What follows belongs to an exercise in optimizing a design on an open flow for small area, a short achievable clock period and few clock cycles per item; a production flow would make more cautious choices. Function was checked by simulation only, so behaviour that the tests miss may differ from the original. Power and IR drop assume default switching activity.

<file path="flow/config.mk">
export PLATFORM = sky130hd
export DESIGN_NAME = netblk_rx
export DESIGN_NICKNAME = netblk_rx
export VERILOG_FILES = /design/flow/design.v
export SDC_FILE = /design/flow/constraint.sdc
export NUM_CORES = 4
export LEC_CHECK = 0
export CAP_MARGIN = 20
export CORE_AREA = 5 5 205 205
export DIE_AREA = 0 0 210 210
export SLEW_MARGIN = 20
</file>
<file path="flow/constraint.sdc">
create_clock -name core_clock -period 12.0 [get_ports {clk}]
set_input_delay 2.4000 -clock core_clock [delete_from_list [all_inputs] [get_ports {clk}]]
set_output_delay 2.4000 -clock core_clock [all_outputs]
set_load 0.01 [all_outputs]
</file>
<file path="flow/design.v">
module netblk_rx (
    input  wire        clk,
    input  wire        rst,
    input  wire        in_valid,
    output wire        in_ready,
    input  wire [31:0] in_data,
    input  wire [2:0]  in_nbytes,    
    input  wire        in_last,
    output wire        res_valid,
    input  wire        res_ready,
    output wire [2:0]  res_kind,
    output wire [31:0] res_src,
    output wire [7:0]  res_type,
    output wire [15:0] res_id,
    output wire [15:0] res_seq,
    output wire [10:0] res_dlen,
    output wire [1:0]  res_rstat,
    output wire [15:0] res_ip_csum,
    output wire [15:0] res_icmp_csum
);
    localparam [10:0] CNT0 = 11'd2020;    
    reg        done;       
    reg [10:0] cnt;        
    reg        icmp;       
    reg [31:0] src;
    reg [7:0]  icmp_type;
    reg [15:0] id;
    reg [15:0] seq;
    reg [15:0] acc;        
    reg [1:0]  accc;       
    assign in_ready  = !done || res_ready;
    assign res_valid = done;
    wire accept = in_valid && in_ready;
    reg [31:0] word_masked;
    always @(*) begin
        case (in_nbytes)
            3'd0:    word_masked = 32'h0000_0000;
            3'd1:    word_masked = in_data & 32'hFF00_0000;
            3'd2:    word_masked = in_data & 32'hFFFF_0000;
            3'd3:    word_masked = in_data & 32'hFFFF_FF00;
            default: word_masked = in_data;
        endcase
    end
    wire       neg   = cnt[10] & cnt[9];            
    wire [8:0] kk    = cnt[10:2];
    wire       at2   = !done && (kk == 9'd507);
    wire       at3   = !done && (kk == 9'd508);
    wire       at5   = !done && (kk == 9'd510);
    wire       at6   = !done && (kk == 9'd511);
    wire       data  = !done && !neg;               
    wire [10:0] cnt_base = done ? CNT0 : cnt;
    wire [17:0] acc_sum  = (data ? {acc} + {16'd0, accc} : 17'd0)
                         + {2'd0, word_masked[31:16]} + {2'd0, word_masked[15:0]};
    always @(posedge clk) begin
        if (rst) begin
            done <= 1'b0;
            cnt  <= CNT0;
        end else begin
            if (accept && in_last)
                done <= 1'b1;
            else if (res_ready)
                done <= 1'b0;
            if (in_ready)
                cnt <= cnt_base + (in_valid ? {8'd0, in_nbytes} : 11'd0);
        end
    end
    always @(posedge clk) begin
        if (accept) begin
            if (at2) icmp      <= (in_data[23:16] == 8'd1);
            if (at3) src       <= in_data;
            if (at5) icmp_type <= in_data[31:24];
            if (at6) begin
                id  <= in_data[31:16];
                seq <= in_data[15:0];
            end
            acc  <= acc_sum[15:0];
            accc <= acc_sum[17:16];
        end
    end
    wire is_short = neg && (cnt[10:3] != 8'hFF);    
    wire ge3      = icmp && !neg;                   
    wire is_req   = ge3 && (icmp_type == 8'd8);
    wire too_long = !neg && (cnt > 11'd1472);       
    wire src_lb   = (src[31:24] == 8'd127);
    wire send_ok  = is_req && !too_long && src_lb;
    assign res_kind = is_short               ? 3'd0 :
                      !icmp                  ? 3'd1 :
                      neg                    ? 3'd2 :
                      (icmp_type == 8'd8)    ? 3'd3 :
                      (icmp_type == 8'd0)    ? 3'd4 : 3'd5;
    assign res_src   = is_short ? 32'd0 : src;
    assign res_type  = ge3 ? icmp_type : 8'd0;
    assign res_id    = ge3 ? id : 16'd0;
    assign res_seq   = ge3 ? seq : 16'd0;
    assign res_dlen  = ge3 ? cnt : 11'd0;
    assign res_rstat = !is_req  ? 2'd0 :
                       too_long ? 2'd2 :
                       !src_lb  ? 2'd1 : 2'd0;
    wire [17:0] ip_s  = 18'h0041F + {7'd0, cnt} + {2'd0, src[31:16]} + {2'd0, src[15:0]};
    wire [16:0] ip_t  = {1'b0, ip_s[15:0]} + {15'd0, ip_s[17:16]};
    wire [15:0] ip_f  = ip_t[15:0] + {15'd0, ip_t[16]};
    wire [16:0] ic_t  = {1'b0, acc} + {15'd0, accc};
    wire [15:0] ic_f  = ic_t[15:0] + {15'd0, ic_t[16]};
    assign res_ip_csum   = send_ok ? ~ip_f : 16'd0;
    assign res_icmp_csum = send_ok ? ~ic_f : 16'd0;
endmodule
</file>
<file path="flow/run.sh">
#!/bin/bash
# synth_recipe.tcl (not shown) runs the flow's synth.tcl, then flattens the netlist and writes it again
# the make line also repeats each setting of config.mk as NAME=value (left out here)
make -C /OpenROAD-flow-scripts/flow DESIGN_CONFIG=/design/flow/config.mk WORK_HOME=/design/flow/orfs CLKGATE_MAP_FILE= SYNTH_SCRIPT=/design/flow/synth_recipe.tcl finish
</file>
==> report_table.html, run 1 <==
<table>
<tr><th>Metric</th><th>Value</th></tr>
<tr><th colspan="2">Status</th></tr>
<tr><td>Run status</td><td>finished clean</td></tr>
<tr><th colspan="2">Routing</th></tr>
<tr><td>Total detailed-routing wirelength</td><td>27.0 mm</td></tr>
<tr><td>Detailed-routing iteration count for the pre-antenna-repair pass</td><td>5</td></tr>
<tr><td>Post-route antenna net violation count</td><td>0</td></tr>
<tr><td>Detailed-route via count</td><td>6930</td></tr>
<tr><td>Routed vias/inst</td><td>4.40</td></tr>
<tr><td>Routed length per placed instance</td><td>17.2 um</td></tr>
<tr><td>Violation count after the first detailed-routing iteration</td><td>571</td></tr>
<tr><td>DRC violations left</td><td>0</td></tr>
<tr><th colspan="2">Floorplan</th></tr>
<tr><td>Overall die area</td><td>0.0441 mm2</td></tr>
<tr><td>Floorplan die height</td><td>210 um</td></tr>
<tr><td>Initial core utilization</td><td>0.211</td></tr>
<tr><td>Core region area</td><td>0.0396 mm2</td></tr>
<tr><td>Die span in x</td><td>210 um</td></tr>
<tr><td>Row Count</td><td>73</td></tr>
<tr><td>I/O pin count</td><td>162</td></tr>
<tr><th colspan="2">Final layout</th></tr>
<tr><td>Final standard cell count with taps included and fillers excluded</td><td>1575</td></tr>
<tr><td>Highest-count cells in the layout ignoring fill and taps</td><td>sky130_fd_sc_hd__clkdlybuf4s50_1, sky130_fd_sc_hd__inv_1, sky130_fd_sc_hd__nor2_1</td></tr>
<tr><td>Share of cells above drive strength 1</td><td>0.0562</td></tr>
<tr><td>Count of filler cells inserted in the layout</td><td>4240</td></tr>
<tr><td>End-of-flow core utilization</td><td>0.274</td></tr>
<tr><td>Most common cell after layout, fill and taps aside</td><td>sky130_fd_sc_hd__clkdlybuf4s50_1</td></tr>
<tr><td>Area growth, synth to finish</td><td>29.6%</td></tr>
<tr><td>Nets</td><td>1181</td></tr>
<tr><th colspan="2">STA</th></tr>
<tr><td>Transition time at the pin with the least slew margin</td><td>0.938 ns</td></tr>
<tr><td>Final critical-path share of the clock period</td><td>0.835</td></tr>
<tr><td>Fmax</td><td>99.8 MHz</td></tr>
<tr><td>Setup repair after global routing missed its margin</td><td>false</td></tr>
<tr><td>Final number of hold-violating endpoints</td><td>0</td></tr>
<tr><td>Count of final setup violators</td><td>0</td></tr>
<tr><td>Clock skew after layout</td><td>0.0119 ns</td></tr>
<tr><td>Rel. slew slack</td><td>0.375</td></tr>
<tr><td>Final total negative setup slack</td><td>0 ns</td></tr>
<tr><td>Final number of max-transition violations</td><td>0</td></tr>
<tr><td>Minimum period implied by the final worst setup slack</td><td>10.02 ns</td></tr>
<tr><th colspan="2">Worst setup path</th></tr>
<tr><td>Crit path largest cell delay</td><td>0.54 ns</td></tr>
<tr><td>Worst setup SP type</td><td>flip-flop</td></tr>
<tr><td>Crit path arrival time</td><td>7.62 ns</td></tr>
<tr><td>Kind of cell with the highest combined delay on the critical path</td><td>simple AND/OR/NAND/NOR gates</td></tr>
<tr><td>Depth of the worst register-to-register path</td><td>17</td></tr>
<tr><td>Worst path depth</td><td>31</td></tr>
<tr><td>Number of buffers and inverters on the critical path</td><td>3</td></tr>
<tr><td>CP Max Fanout</td><td>9</td></tr>
<tr><td>Required time of the worst setup path</td><td>9.60 ns</td></tr>
<tr><td>Register-to-Register Setup Slack</td><td>7.05 ns</td></tr>
<tr><td>Worst-path cell with the longest stage delay</td><td>sky130_fd_sc_hd__clkdlybuf4s50_1</td></tr>
<tr><td>Category of the worst setup path capture point</td><td>primary output</td></tr>
<tr><td>WS Path Type</td><td>flip-flop to primary output</td></tr>
<tr><th colspan="2">CTS</th></tr>
<tr><td>CTS root buf</td><td>sky130_fd_sc_hd__clkbuf_16</td></tr>
<tr><td>Clk sink count</td><td>103</td></tr>
<tr><td>Number of H-tree levels</td><td>3</td></tr>
<tr><td>CTS hold repair buffers</td><td>0</td></tr>
<tr><td>Number of CTS-inserted buffers</td><td>9</td></tr>
<tr><td>CTS-repair resized insts</td><td>0</td></tr>
<tr><td>Post-CTS setup repair buffer count</td><td>0</td></tr>
<tr><td>Clock network latency to the later pin of the worst-skew pair</td><td>0.36 ns</td></tr>
<tr><td>Clock-pin slew on the worst setup and hold paths</td><td>0.07 ns</td></tr>
<tr><td>Longest Clk Path Bufs</td><td>2</td></tr>
<tr><td>CTS tree</td><td>built</td></tr>
<tr><th colspan="2">Power</th></tr>
<tr><td>Overall power consumption</td><td>891 uW</td></tr>
<tr><td>P_leak</td><td>0.00450 uW</td></tr>
<tr><td>Peak ir drop on the vdd network</td><td>0.0711 mV</td></tr>
<tr><td>Power Dens Cells</td><td>82.2 mW/mm2</td></tr>
<tr><th colspan="2">Min path</th></tr>
<tr><td>Worst min-delay path class</td><td>flip-flop to flip-flop</td></tr>
<tr><td>Number of instances on the worst hold path</td><td>2</td></tr>
<tr><th colspan="2">Yosys</th></tr>
<tr><td>Number of synthesized flops with an enable pin</td><td>91</td></tr>
<tr><td>Synthesis warning total</td><td>1</td></tr>
<tr><td>Cell area after synthesis</td><td>0.00836 mm2</td></tr>
<tr><td>Synth Net Count</td><td>1029</td></tr>
<tr><td>Largest area contributor in the synthesized netlist</td><td>sky130_fd_sc_hd__edfxtp_1</td></tr>
<tr><td>Number of storage elements in the synthesis netlist</td><td>103</td></tr>
<tr><td>Primary flip-flop cell chosen by synthesis mapping</td><td>sky130_fd_sc_hd__edfxtp_1</td></tr>
<tr><td>Syn Inst Count</td><td>892</td></tr>
<tr><td>Largest cells by area after synthesis</td><td>sky130_fd_sc_hd__edfxtp_1, sky130_fd_sc_hd__ha_1, sky130_fd_sc_hd__fa_1</td></tr>
<tr><td>Fraction of post-synthesis cell area in the top cell type by area</td><td>0.327</td></tr>
<tr><td>Average cell area after synthesis</td><td>9.38 um2</td></tr>
<tr><td>Async set or reset register ratio after synthesis</td><td>0</td></tr>
<tr><td>Part of the Yosys area used for sequential elements</td><td>0.355</td></tr>
<tr><td>Unique masters post-synth</td><td>84</td></tr>
<tr><th colspan="2">Global route</th></tr>
<tr><td>Wire length of the first global-routing pass</td><td>40.5 mm</td></tr>
<tr><td>Largest net degree at the start of global routing</td><td>47</td></tr>
<tr><td>Remaining Overflow, GRT</td><td>0</td></tr>
<tr><td>Total global routing track utilization</td><td>0.119</td></tr>
<tr><td>Initial antenna violation count</td><td>2</td></tr>
<tr><td>Number of global-route vias before repair</td><td>6713</td></tr>
<tr><th colspan="2">Run</th></tr>
<tr><td># Max-Cap Violations</td><td>0</td></tr>
<tr><th colspan="2">Place</th></tr>
<tr><td>DP Wirelength</td><td>22.4 mm</td></tr>
<tr><td>Gpl congestion</td><td>0.881</td></tr>
<tr><td>Placed Cells incl. Taps</td><td>1558</td></tr>
<tr><td>Number of I/O port buffers</td><td>161</td></tr>
</table>
[per-stage QoR]
stage | area (um2) | setup slack [ns] | hold slack [ns]
final | 10800 | 1.98 | 0.556
after global routing | 10800 | 1.35 | 0.591
after CTS | 10800 | 2.00 | 0.565
after detailed placement | 10600 | 2.41 | 0.551
after global placement | 10600 | 2.55 | 0.522
after floorplan | 8360 | 3.57 | 0.499
[cells in the mapped netlist, types with 2 or more instances]
cell type	n
sky130_fd_sc_hd__a21o_1	9
sky130_fd_sc_hd__xnor2_1	42
sky130_fd_sc_hd__or3_1	5
sky130_fd_sc_hd__o211ai_1	3
sky130_fd_sc_hd__nor2_1	106
sky130_fd_sc_hd__a21boi_0	2
sky130_fd_sc_hd__dfxtp_1	12
sky130_fd_sc_hd__clkbuf_1	23
sky130_fd_sc_hd__nor3_1	20
sky130_fd_sc_hd__nand4_1	9
sky130_fd_sc_hd__ha_1	65
sky130_fd_sc_hd__xor2_1	26
sky130_fd_sc_hd__a21oi_1	25
sky130_fd_sc_hd__a221oi_2	2
sky130_fd_sc_hd__mux2i_1	2
sky130_fd_sc_hd__nand3b_1	2
sky130_fd_sc_hd__nor3b_1	3
sky130_fd_sc_hd__xor2_2	4
sky130_fd_sc_hd__fa_1	32
sky130_fd_sc_hd__and3_1	52
sky130_fd_sc_hd__nor2b_1	10
sky130_fd_sc_hd__a211oi_1	5
sky130_fd_sc_hd__nand3_1	23
sky130_fd_sc_hd__a211oi_2	2
sky130_fd_sc_hd__o21ai_0	16
sky130_fd_sc_hd__a31oi_1	2
sky130_fd_sc_hd__inv_1	106
sky130_fd_sc_hd__a221oi_1	2
sky130_fd_sc_hd__o211a_1	2
sky130_fd_sc_hd__and2_1	19
sky130_fd_sc_hd__o21a_1	4
sky130_fd_sc_hd__edfxtp_1	91
sky130_fd_sc_hd__nor4_1	11
sky130_fd_sc_hd__nand2_1	86
sky130_fd_sc_hd__nand2b_1	10
sky130_fd_sc_hd__o21bai_1	4
sky130_fd_sc_hd__or2_2	5
sky130_fd_sc_hd__nor4_2	4
[flip-flops by register name, indices dropped and copies added, names as in the netlist]
| name | flops |
|---|---|
| accc | 2 |
| seq | 16 |
| icmp | 1 |
| done | 1 |
| icmp_type | 8 |
| acc | 16 |
| cnt | 11 |
| id | 16 |
| src | 32 |
[report_power, final]
| group | leakage (uW) | switching (uW) | total, uW | internal [uW] |
|---|---|---|---|---|
| Clock | 0.000127 | 138 | 281 | 143 |
| Sequential | 0.000931 | 11.6 | 416 | 404 |
| Combinational | 0.00344 | 115 | 195 | 80.0 |
[area by class of cell]
type,instances,area [um2],area share
multi-input cells,656,4870,0.450
flip-flops and latches,103,2970,0.274
repair buffers,168,1660,0.153
well taps,525,657,0.0606
inverters,106,398,0.0367
clock buffers,11,233,0.0215
clock inverters,5,41.3,0.00381
diodes,1,2.50,0.000231
[cell families (layout without fill, tap and decap cells)]
kind of cell,Yosys count,count (layout),share of synthesized area
buf+inv,133,290,0.0621
compound gates,102,102,0.0910
flops,103,103,0.355
fa+ha+maj,97,97,0.174
simple gates,380,380,0.230
other cells,0,1,0
mux,3,3,0.00374
xor+xnor,74,74,0.0836
[tightest hold or removal path, cell delays in order (launching register included)]
cell	delay [ns]
sky130_fd_sc_hd__dfxtp_1	0.33
sky130_fd_sc_hd__a21oi_1	0.12
sky130_fd_sc_hd__a211oi_1	0.06
[final timing paths]
check | from | endpoint
max reg2reg | acc[0]$_DFFE_PP_ | accc[0]$_DFFE_PP_
min reg2reg | cnt[3]$_SDFFE_PP0N_ | cnt[3]$_SDFFE_PP0N_
max | src[18]$_DFFE_PP_ | res_ip_csum[15]
min | cnt[3]$_SDFFE_PP0N_ | cnt[3]$_SDFFE_PP0N_
[per-layer routing]
metal | vias up | global-route usage | share of wire
met1 | 3342 | 0.153 | 0.43
met4 | 2 | 0.0295 | 0.018
met5 | - | 0 | 0.00048
li1 | 3345 | - | -
met2 | 212 | 0.207 | 0.49
met3 | 29 | 0.0240 | 0.064
Testbench counts, summed over its fixed seeds: cycles 117,851, packets 3,200.
==> run 2: changes to the inputs <==
==> flow/flow/run.sh (new file) <==
#!/bin/bash
# Standard synthesis, then the standard layout with plain buf_1 port buffers
# instead of the delay buffers buffer_ports picks by default.
set -euo pipefail
bash standard.sh synth > synth.log 2>&1
bash standard.sh BUFFER_PORTS_ARGS="-buffer_cell sky130_fd_sc_hd__buf_1" finish > layout.log 2>&1
==> flow/standard.sh (new file) <==
#!/bin/bash
# synth_recipe.tcl (not shown) runs the flow's synth.tcl, then flattens the netlist and writes it again
# the make line also repeats each setting of config.mk as NAME=value (left out here)
make -C /OpenROAD-flow-scripts/flow DESIGN_CONFIG=/design/flow/config.mk WORK_HOME=/design/flow/orfs CLKGATE_MAP_FILE= SYNTH_SCRIPT=/design/flow/synth_recipe.tcl "${@:-finish}"
removed: flow/run.sh
==> run 2 against run 1 <==
  * Synthesized cell count unchanged
  * Setup slack better by 0.40 ns
  * Non-clock buffer count is 2 lower
  * Global-route usage is 0.20 points lower
  * Clock skew is 0.0024 ns lower
  * Still clean on timing, DRC and antenna
  * Critical endpoint unchanged
  * Sequential power about the same
==> report_table.html, run 2 <==
<table>
<tr><th>Metric</th><th>Value</th></tr>
<tr><th colspan="2">Status</th></tr>
<tr><td>Run status</td><td>finished clean</td></tr>
<tr><th colspan="2">CTS</th></tr>
<tr><td>Number of H-tree levels</td><td>3</td></tr>
<tr><td>CTS hold repair buffers</td><td>0</td></tr>
<tr><td>CTS-repair resized insts</td><td>0</td></tr>
<tr><td>Number of CTS-inserted buffers</td><td>9</td></tr>
<tr><td>CTS root buf</td><td>sky130_fd_sc_hd__clkbuf_16</td></tr>
<tr><td>Post-CTS setup repair buffer count</td><td>0</td></tr>
<tr><td>CTS tree</td><td>built</td></tr>
<tr><td>Longest Clk Path Bufs</td><td>2</td></tr>
<tr><td>Clock-pin slew on the worst setup and hold paths</td><td>0.07 ns</td></tr>
<tr><td>Clock network latency to the later pin of the worst-skew pair</td><td>0.36 ns</td></tr>
<tr><td>Clk sink count</td><td>103</td></tr>
<tr><th colspan="2">Floorplan</th></tr>
<tr><td>Overall die area</td><td>0.0441 mm2</td></tr>
<tr><td>Initial core utilization</td><td>0.211</td></tr>
<tr><td>I/O pin count</td><td>162</td></tr>
<tr><td>Core region area</td><td>0.0396 mm2</td></tr>
<tr><td>Die span in x</td><td>210 um</td></tr>
<tr><td>Floorplan die height</td><td>210 um</td></tr>
<tr><td>Row Count</td><td>73</td></tr>
<tr><th colspan="2">Worst setup path</th></tr>
<tr><td>WS Path Type</td><td>flip-flop to primary output</td></tr>
<tr><td>CP Max Fanout</td><td>9</td></tr>
<tr><td>Required time of the worst setup path</td><td>9.60 ns</td></tr>
<tr><td>Worst-path cell with the longest stage delay</td><td>sky130_fd_sc_hd__fa_1</td></tr>
<tr><td>Crit path largest cell delay</td><td>0.50 ns</td></tr>
<tr><td>Category of the worst setup path capture point</td><td>primary output</td></tr>
<tr><td>Worst setup SP type</td><td>flip-flop</td></tr>
<tr><td>Crit path arrival time</td><td>7.21 ns</td></tr>
<tr><th colspan="2">Final layout</th></tr>
<tr><td>Nets</td><td>1179</td></tr>
<tr><td>Area growth, synth to finish</td><td>17.8%</td></tr>
<tr><td>Highest-count cells in the layout ignoring fill and taps</td><td>sky130_fd_sc_hd__buf_1, sky130_fd_sc_hd__inv_1, sky130_fd_sc_hd__nor2_1</td></tr>
<tr><td>Share of cells above drive strength 1</td><td>0.0564</td></tr>
<tr><td>Max reg flops</td><td>32</td></tr>
<tr><td>End-of-flow core utilization</td><td>0.249</td></tr>
<tr><td>Most common cell after layout, fill and taps aside</td><td>sky130_fd_sc_hd__buf_1</td></tr>
<tr><td>Count of filler cells inserted in the layout</td><td>4335</td></tr>
<tr><td>Most flops, register</td><td>src</td></tr>
<tr><th colspan="2">Yosys</th></tr>
<tr><td>Number of storage elements in the synthesis netlist</td><td>103</td></tr>
<tr><td>Largest cells by area after synthesis</td><td>sky130_fd_sc_hd__edfxtp_1, sky130_fd_sc_hd__ha_1, sky130_fd_sc_hd__fa_1</td></tr>
<tr><td>Syn Inst Count</td><td>892</td></tr>
<tr><td>Part of the Yosys area used for sequential elements</td><td>0.355</td></tr>
<tr><td>Number of synthesized flops with an enable pin</td><td>91</td></tr>
<tr><td>Leading post-synthesis cells by instance count</td><td>sky130_fd_sc_hd__inv_1, sky130_fd_sc_hd__nor2_1, sky130_fd_sc_hd__edfxtp_1, sky130_fd_sc_hd__nand2_1, sky130_fd_sc_hd__ha_1</td></tr>
<tr><td>Cell area after synthesis</td><td>0.00836 mm2</td></tr>
<tr><td>Synth Net Count</td><td>1029</td></tr>
<tr><td>Unique masters post-synth</td><td>84</td></tr>
<tr><td>Primary flip-flop cell chosen by synthesis mapping</td><td>sky130_fd_sc_hd__edfxtp_1</td></tr>
<tr><td>Synthesis warning total</td><td>1</td></tr>
<tr><td>Fraction of post-synthesis cell area in the top cell type by area</td><td>0.327</td></tr>
<tr><td>Average cell area after synthesis</td><td>9.38 um2</td></tr>
<tr><td>Async set or reset register ratio after synthesis</td><td>0</td></tr>
<tr><td>Largest area contributor in the synthesized netlist</td><td>sky130_fd_sc_hd__edfxtp_1</td></tr>
<tr><th colspan="2">STA</th></tr>
<tr><td>Final critical-path share of the clock period</td><td>0.801</td></tr>
<tr><td>Final number of max-transition violations</td><td>0</td></tr>
<tr><td>Final number of hold-violating endpoints</td><td>0</td></tr>
<tr><td>Transition time at the pin with the least slew margin</td><td>1.05 ns</td></tr>
<tr><td>Minimum period implied by the final worst setup slack</td><td>9.61 ns</td></tr>
<tr><td>Worst setup slack after layout</td><td>2.39 ns</td></tr>
<tr><td>Rel. slew slack</td><td>0.297</td></tr>
<tr><td>Clock skew after layout</td><td>0.00944 ns</td></tr>
<tr><td>Final total negative setup slack</td><td>0 ns</td></tr>
<tr><td>Fmax</td><td>104 MHz</td></tr>
<tr><td>Count of final setup violators</td><td>0</td></tr>
<tr><td>Setup repair after global routing missed its margin</td><td>false</td></tr>
<tr><th colspan="2">Global route</th></tr>
<tr><td>Wire length of the first global-routing pass</td><td>39.7 mm</td></tr>
<tr><td>Number of global-route vias before repair</td><td>6688</td></tr>
<tr><td>Remaining Overflow, GRT</td><td>0</td></tr>
<tr><td>Initial antenna violation count</td><td>3</td></tr>
<tr><td>Total global routing track utilization</td><td>0.117</td></tr>
<tr><td>Largest net degree at the start of global routing</td><td>47</td></tr>
<tr><th colspan="2">Routing</th></tr>
<tr><td>Detailed-routing iteration count for the pre-antenna-repair pass</td><td>5</td></tr>
<tr><td>Total detailed-routing wirelength</td><td>26.7 mm</td></tr>
<tr><td>DRC violations left</td><td>0</td></tr>
<tr><td>Detailed-route via count</td><td>6855</td></tr>
<tr><td>Violation count after the first detailed-routing iteration</td><td>419</td></tr>
<tr><td>Routed vias/inst</td><td>4.36</td></tr>
<tr><td>Post-route antenna net violation count</td><td>0</td></tr>
<tr><td>Routed length per placed instance</td><td>16.9 um</td></tr>
<tr><th colspan="2">Place</th></tr>
<tr><td>Pre-CTS worst setup slack</td><td>2.81 ns</td></tr>
<tr><td>Number of I/O port buffers</td><td>161</td></tr>
<tr><td>DP Wirelength</td><td>22.2 mm</td></tr>
<tr><td>Gpl congestion</td><td>0.869</td></tr>
<tr><th colspan="2">Power</th></tr>
<tr><td>Peak ir drop on the vdd network</td><td>0.0711 mV</td></tr>
<tr><td>P_leak</td><td>0.00413 uW</td></tr>
<tr><td>Power Dens Cells</td><td>91.1 mW/mm2</td></tr>
<tr><th colspan="2">Run</th></tr>
<tr><td># Max-Cap Violations</td><td>0</td></tr>
<tr><th colspan="2">Min path</th></tr>
<tr><td>Worst min-delay path class</td><td>flip-flop to flip-flop</td></tr>
</table>
## run 2: path summary, 6_finish.rpt
kind                         endpoint  slack (ns)                start  cells past startpoint
hold reg to reg   cnt[3]$_SDFFE_PP0N_        0.56  cnt[3]$_SDFFE_PP0N_                      2
hold / removal    cnt[3]$_SDFFE_PP0N_        0.56  cnt[3]$_SDFFE_PP0N_                      2
setup reg to reg    accc[0]$_DFFE_PP_        7.08     acc[0]$_DFFE_PP_                     17
setup / recovery      res_ip_csum[15]        2.39     src[2]$_DFFE_PP_                     31
## run 2: critical path: cells and delay by family (launching register included)
| kind | cells | cell delay, ns |
|---|---|---|
| AND/OR/NAND/NOR | 14 | 2.58 |
| adder cells (fa/ha/maj) | 6 | 1.76 |
| AO/OA/AOI/OAI | 6 | 1.54 |
| flip-flops | 1 | 0.37 |
| buffers and inverters | 3 | 0.32 |
| XOR/XNOR | 2 | 0.29 |
## run 2: cell type report
type	instances	area [um2]	share of cell area
Multi-Input combinational cell	656	4880	0.495
Sequential cell	103	2970	0.302
Tap cell	525	657	0.0667
Timing Repair Buffer	166	642	0.0652
Inverter	106	398	0.0404
Clock buffer	9	225	0.0229
Clock inverter	7	72.6	0.00737
Antenna cell	2	5.00	0.000508
## run 2: routing by layer
metal	part of all wire	up-vias	GRT usage
li1	-	3356	-
met1	0.44	3310	0.154
met2	0.49	161	0.200
met3	0.051	24	0.0222
met4	0.016	4	0.0288
met5	0.0012	-	0
## run 2: metrics by stage
step	total power, uW	hold WS (ns)	std cells	instance area (um2)
4_1_cts	907	0.556	1572	9850
3_3_place_gp	603	0.525	1556	9550
5_1_grt	942	0.578	1572	9850
2_1_floorplan	553	0.499	892	8360
6_report	898	0.561	1574	9850
3_5_place_dp	606	0.546	1556	9550
## run 2: logic make-up (layout without fill, tap and decap cells)
logic type | Yosys count | in the layout | synth area share
buf+inv | 133 | 288 | 0.0621
other cells | 0 | 2 | 0
mux | 3 | 3 | 0.00374
fa+ha+maj | 97 | 97 | 0.174
flops | 103 | 103 | 0.355
xor+xnor | 74 | 74 | 0.0836
simple gates | 380 | 380 | 0.230
compound gates | 102 | 102 | 0.0910
## run 2: report_power, final
part / total (uW) / switching [uW] / internal (uW) / leakage, uW
Clock: 298 / 150 / 148 / 0.000143
Combinational: 184 / 114 / 69.9 / 0.00305
Sequential: 417 / 12.2 / 404 / 0.000931
Total: 898 / 276 / 622 / 0.00413

afterwards: timing with drivers on the ports:
In the flow no input, the clock included, has a driving cell. The finished layouts below were timed again as built, in two steps. Step 1 (the two cells are an assumption about what drives the block):
set clk [get_ports {clk}]
set_driving_cell -lib_cell sky130_fd_sc_hd__clkbuf_16 $clk
set_driving_cell -lib_cell sky130_fd_sc_hd__buf_2 [delete_from_list [all_inputs] $clk]
Step 2, shift: input delay + t, output delay - t, t = (earliest + latest rising clock arrival at the registers) / 2. This alone moves slack from input paths to output paths. Three values: ideal, step 1, step 2; two values: the first two.
run | shift t [ns] | setup WS [ns] | worst setup path at the end | clock arrival spread, ns
run 1 | 0.393 | 1.983 / 1.943 / 2.335 | register to output | 0.013 / 0.013
run 2 | 0.401 | 2.388 / 2.345 / 2.745 | register to output | 0.011 / 0.011
After both steps every run listed still meets setup and hold.
